This is an optimization exercise on Yosys and OpenROAD, whose aim is small area, a short achievable clock period and few clock cycles per item, not a production implementation. Function was checked by simulation only, so behaviour that the tests miss may differ from the original. No activity file was given, so power comes from the tool's default toggle rates.

// tbacc
module tbacc (
    input  wire         clk,
    input  wire         rst,
    input  wire         cmd_valid,
    output wire         cmd_ready,
    input  wire [7:0]   cmd_op,
    input  wire [63:0]  cmd_a,
    input  wire [63:0]  cmd_b,
    output wire         rsp_valid,
    output wire [7:0]   rsp_status,
    output wire [63:0]  rsp_data,
    output wire         mem_req,
    output wire         mem_wide,
    output wire [31:0]  mem_addr,
    input  wire         mem_ack,
    input  wire [63:0]  mem_rdata,
    input  wire         mem_err,
    output wire [63:0]  value_o,
    output wire [15:0]  status_o
);
Size in the first run: about 650 flip-flops, about 390 I/O pins, ~0.047 mm2 of cells after synthesis.
export LEC_CHECK = 0
export CAP_MARGIN = 20
export CORE_MARGIN = 2
export CORE_UTILIZATION = 40
export PLACE_DENSITY = 0.6
export SLEW_MARGIN = 20
export TNS_END_PERCENT = 0
create_clock -name core_clock -period 12.5 [get_ports {clk}]
standard.sh (not shown) runs the stock make flow with config.mk's settings and CLKGATE_MAP_FILE= SYNTH_SCRIPT=/design/flow/synth_recipe.tcl, a recipe that flattens the netlist after the stock synthesis.
==> flow/flow/run.sh <==
#!/bin/bash
set -euo pipefail
bash standard.sh SETUP_SLACK_MARGIN=9 "BUFFER_PORTS_ARGS=-buffer_cell sky130_fd_sc_hd__buf_4" finish > standard.log 2>&1
The first run produced a clean layout.
Testbench counts at the start, summed over its fixed seeds: cycles 16,282, hashes 384.
Edit:
--- a/flow/design.v
+++ b/flow/design.v
@@ -623,18 +623,17 @@
     wire [63:0] dig;
     tbacc_sipcore u_core (
         .clk(clk), .rst(rst), .init(init_x), .seed0(a_q), .seed1(b_q),
         .chunk_wr(chunk_wr), .fin_go(fin_x), .m(m), .xin(m_n),
         .m_busy(m_busy), .m_busy_next(m_busy_next), .fin_load(fin_load),
         .f2(core_f2), .rl(core_rl), .dig(dig)
     );
     wire        rd_ack  = rd & mem_ack;
-    reg  [31:0] cur;                    
-    wire [31:0] cur_n   = cur + (mwide ? 32'd8 : 32'd1);
+    wire [31:0] cur_n   = a_q[31:0] + (mwide ? 32'd8 : 32'd1);
     wire [31:0] rem_n   = b_q[31:0] - (mwide ? 32'd8 : 32'd1);
     wire        more    = (rem_n != 32'd0);
     wire        wide_n  = (cur_n[2:0] == 3'd0) && (rem_n[31:3] != 29'd0);
     wire        gend    = mwide | (cur_n[2:0] == 3'd0) | !more;
     wire        bytes_done = gdone & !rd;
     reg  [63:0] value_n;
     always @(*) begin
         if (init_x)
@@ -713,22 +712,16 @@
                 mreq  <= 1'b1;
                 mwide <= (cmd_a[2:0] == 3'd0) && (cmd_b[31:3] != 29'd0);
             end else if (x_bytes) begin
                 mreq  <= 1'b1;
                 mwide <= (a_q[2:0] == 3'd0) && (b_q[31:3] != 29'd0);
             end
             if (x_bytes)
                 gcnt  <= 3'd0;
-            if (early)
-                cur <= cmd_a[31:0];
-            else if (x_bytes)
-                cur <= a_q[31:0];
-            else if (rd_ack & !mem_err)
-                cur <= cur_n;
             if (rd_ack) begin
                 if (mem_err) begin
                     mreq <= 1'b0;
                 end else begin
                     mreq  <= more;
                     mwide <= wide_n;
                     gcnt  <= gend ? 3'd0 : gcnt + 3'd1;
                 end
@@ -756,16 +749,17 @@
             o8  <= d_8;
             o16 <= d_16;
             o32 <= d_32;
             o64 <= d_64;
             ob  <= d_b;
             of  <= d_f;
             orv <= d_rv;
         end else if (rd_ack & !mem_err) begin
+            a_q[31:0] <= cur_n;
             b_q[31:0] <= rem_n;
             if (mwide) begin
                 b_q[63:32] <= mem_rdata[31:0];
                 a_q[63:32] <= mem_rdata[63:32];
             end else begin
                 for (i = 0; i < 4; i = i + 1)
                     if (gcnt == i) b_q[32 + 8*i +: 8] <= mem_rdata[7:0];
                 for (i = 0; i < 4; i = i + 1)
@@ -774,12 +768,12 @@
         end
     end
     assign cmd_ready  = ready_q;
     assign rsp_valid  = rsp_q;
     assign rsp_status = {5'd0, fault};
     assign rsp_data   = dig_q;
     assign mem_req    = mreq;
     assign mem_wide   = mwide;
-    assign mem_addr   = cur;
+    assign mem_addr   = a_q[31:0];
     assign value_o    = value;
     assign status_o   = {5'd0, fault, 6'd0, nz, fin};
 endmodule
Outcome:
- The new run finished with timing, DRC and antenna clean
- cell count stays flat
- routed wire length goes up by about 1.6%
- combinational power rose by 17%
- maximum frequency rose by 2.9%
- via count climbs by about 0.3%
- clock-buffer cell count is lower by 2
- global-route usage grows by 2.0 points
- total power barely changes
- cell area goes down by about 2.2%
- flip-flop and latch count goes down by 32
- setup slack is better by 0.12 ns
- clock power is about the same
- clock skew came out lower by 0.0069 ns
- die area decreases by about 3.3%
Testbench counts after the change, summed over its fixed seeds: cycles 16,282, hashes 384.

what the ideal ports hide:
In the flow no input, the clock included, has a driving cell. The finished layouts below were timed again as built, in two steps.
Step 1: set_driving_cell puts a clkbuf_16 on clk and a buf_2 on each other input, an assumption about the parent block.
Step 2 also shifts input and output timing later by t, the mid clock arrival at the registers, as if the neighbouring blocks saw the same clock.
a / b / c = ideal ports / drivers / drivers and shift; a / b = the first two.
| run | t, ns | setup WS [ns] | latest minus earliest clock arrival (ns) | worst register clock-pin slew, ns | pins driven straight from the clock port |
|---|---|---|---|---|---|
| the first run | 0.770 | 8.212 / 8.212 / 7.683 | 0.056 / 0.057 | 0.07 / 0.07 | 1 |
| the second run | 0.735 | 8.334 / 8.299 / 7.819 | 0.050 / 0.050 | 0.07 / 0.07 | 1 |
After both steps every run listed still meets setup and hold. For the first run, which loses most, drivers alone change the setup slack by 0.000 ns; drivers and shift together by -0.529 ns.
